From an optimization exercise on the open Yosys and OpenROAD flow, aimed at small area and a short achievable clock period; shortcuts taken in it are not production practice.
The RTL was checked by simulation tests, not by an equivalence proof against the original design.
Power and IR drop assume default switching activity.

## circus_core
module circus_core (
    input  wire        clk,
    input  wire        rst,           
    input  wire        tick,          
    input  wire        rx_valid,      
    input  wire [7:0]  rx_data,
    input  wire [1:0]  rx_err,
    input  wire        tx_ready,      
    input  wire        h_valid,       
    input  wire [39:0] h_cmd,
    output reg         tx_valid,      
    output reg  [7:0]  tx_data,
    output reg         act_valid,     
    output wire [7:0]  act_addr,
    output reg         alarm_valid,   
    output reg  [2:0]  alarm_id,
    output reg         milli_strobe,  
    output reg         h_rvalid,      
    output reg         h_ok,
    output reg  [15:0] h_rdata
);
    reg [127:0] rf;         
    reg [63:0]  at;         
    reg [3:0]   stf;
    reg [15:0]  tic;
    reg [15:0]  milli;
    reg [7:0]   micro;
    reg [2:0]   dow;
    reg [2:0]   dead;       
    reg [31:0]  frame;      
    reg [2:0]   rxidx;      
    reg [2:0]   txidx;      
    reg [1:0]   rxerr;
    reg         tx_en;
    function [15:0] rd8(input [127:0] v, input [2:0] a);
        integer n;
        begin
            rd8 = 16'd0;
            for (n = 0; n < 8; n = n + 1)
                rd8 = rd8 | (v[16*n +: 16] & {16{a == n[2:0]}});
        end
    endfunction
    assign act_addr = frame[23:16];
    wire        cm        = tick & (&micro);           
    wire        ct        = cm & (&milli[9:0]);        
    wire        mid       = ct & (&tic);               
    wire [7:0]  micro_a   = micro + {7'd0, tick};
    wire [15:0] milli_inc = milli + 16'd1;
    reg  [15:0] tpre;    
    integer     pw_, pk_;
    always @* begin
        tpre = {tic[14:0], 1'b1};
        for (pw_ = 1; pw_ < 16; pw_ = pw_ * 2)
            for (pk_ = 15; pk_ >= 0; pk_ = pk_ - 1)
                if (pk_ >= pw_)
                    tpre[pk_] = tpre[pk_] & tpre[pk_ - pw_];
    end
    wire [15:0] tic_inc   = tic ^ tpre;
    wire [15:0] milli_a   = cm ? milli_inc : milli;
    wire [15:0] tic_a     = ct ? tic_inc : tic;
    wire [2:0]  dow_inc   = (dow == 3'd7) ? 3'd1 : dow + 3'd1;
  ...
export LEC_CHECK = 0
export CAP_MARGIN = 20
export CORE_MARGIN = 2
export CORE_UTILIZATION = 40
export CTS_BUF_LIST = sky130_fd_sc_hd__clkbuf_16
export CTS_CLUSTER_DIAMETER = 80
export CTS_CLUSTER_SIZE = 20
export SLEW_MARGIN = 20
create_clock -name core_clock -period 11.0 [get_ports {clk}]
standard.sh (not shown) runs the stock make flow with config.mk's settings and CLKGATE_MAP_FILE= SYNTH_SCRIPT=/design/flow/synth_recipe.tcl, a recipe that flattens the netlist after the stock synthesis.
==> flow/flow/run.sh <==
#!/bin/bash
# The standard layout (standard.sh: standard synthesis, floorplan,
# placement, CTS, routing) with these flow settings changed:
#  - timing repair up to CTS is asked to leave 7 ns of setup slack at the
#    11 ns clock, so that it sizes and buffers the design for a shorter
#    achieved period; the repair after global routing asks for 6.8 ns;
#  - the buffers ABC put into the synthesized netlist are removed at
#    floorplan (repair_design/repair_timing then buffer where needed);
#  - every input and output port still gets its own buffer, but buf_1 is
#    used for it (repair upsizes it where timing needs).
# CTS buffer list and clustering come from config.mk (the standard flow's config.mk).
# Each make run's output goes to its own log here; each ORFS step keeps its
# own log under orfs/logs/.
set -euo pipefail
export REMOVE_ABC_BUFFERS=1
export BUFFER_PORTS_ARGS="-buffer_cell sky130_fd_sc_hd__buf_1"
SETUP_SLACK_MARGIN=7 bash standard.sh cts > standard_to_cts.log 2>&1
SETUP_SLACK_MARGIN=6.8 bash standard.sh > standard_finish.log 2>&1
The starting point ran to the end with no violations.
Then changed:
==> flow/flow/run.sh (replaced) <==
#!/bin/bash
# The standard layout (standard.sh: standard synthesis, floorplan,
# placement, CTS, routing) with three flow settings changed:
#  - timing repair is asked to leave 7 ns of setup slack at the 11 ns clock,
#    so that it sizes and buffers the design for a shorter achieved period;
#  - the buffers ABC put into the synthesized netlist are removed at
#    floorplan (repair_design/repair_timing then buffer where needed);
#  - every input and output port still gets its own buffer, but buf_1 is
#    used for it (repair upsizes it where timing needs).
# The make output goes to standard.log here; each ORFS step keeps its own log
# under orfs/logs/.
set -euo pipefail
export SETUP_SLACK_MARGIN=7
export REMOVE_ABC_BUFFERS=1
export BUFFER_PORTS_ARGS="-buffer_cell sky130_fd_sc_hd__buf_1"
bash standard.sh > standard.log 2>&1
- CTS_BUF_LIST: sky130_fd_sc_hd__clkbuf_16 -> unset
- CTS_CLUSTER_DIAMETER: 80 -> unset
- CTS_CLUSTER_SIZE: 20 -> unset
What happened:
- The changed run completed with no timing, DRC or antenna violations
- wire length rises by a few percent
- utilization rose by 3.7 points
- via count rose by a few percent
- power rose by a little under a tenth
- clock power went up by a quarter to a third
- cell count is higher by a few percent
- sequential cell count does not change
- global-route usage climbs by 0.53 points

[afterwards: timing with drivers on the ports]
The flow's constraints put no driver on any port. The routed layouts listed below were extracted and timed again, unchanged, in two steps.
Step 1 (the two cells are an assumption about what drives the block):
set clk [get_ports {clk}]
set_driving_cell -lib_cell sky130_fd_sc_hd__clkbuf_16 $clk
set_driving_cell -lib_cell sky130_fd_sc_hd__buf_2 [delete_from_list [all_inputs] $clk]
Step 2 moves the port delays by t, midway between the first and last clock arrival at a register: inputs arrive t later, outputs are due t later. That takes back most of the time a late clock gives input paths.
Three values: ideal, step 1, step 2; two values: the first two.
run | shift t [ns] | setup WS [ns] | worst setup path after step 2
the first run | 0.644 | 6.877 / 6.832 / 6.188 | input to register
the second run | 0.619 | 6.866 / 6.837 / 6.219 | input to register
After both steps every run listed still meets setup and hold. The setup slack of the first run, which loses most, moves by -0.045 ns with the drivers and by -0.689 ns with both steps.
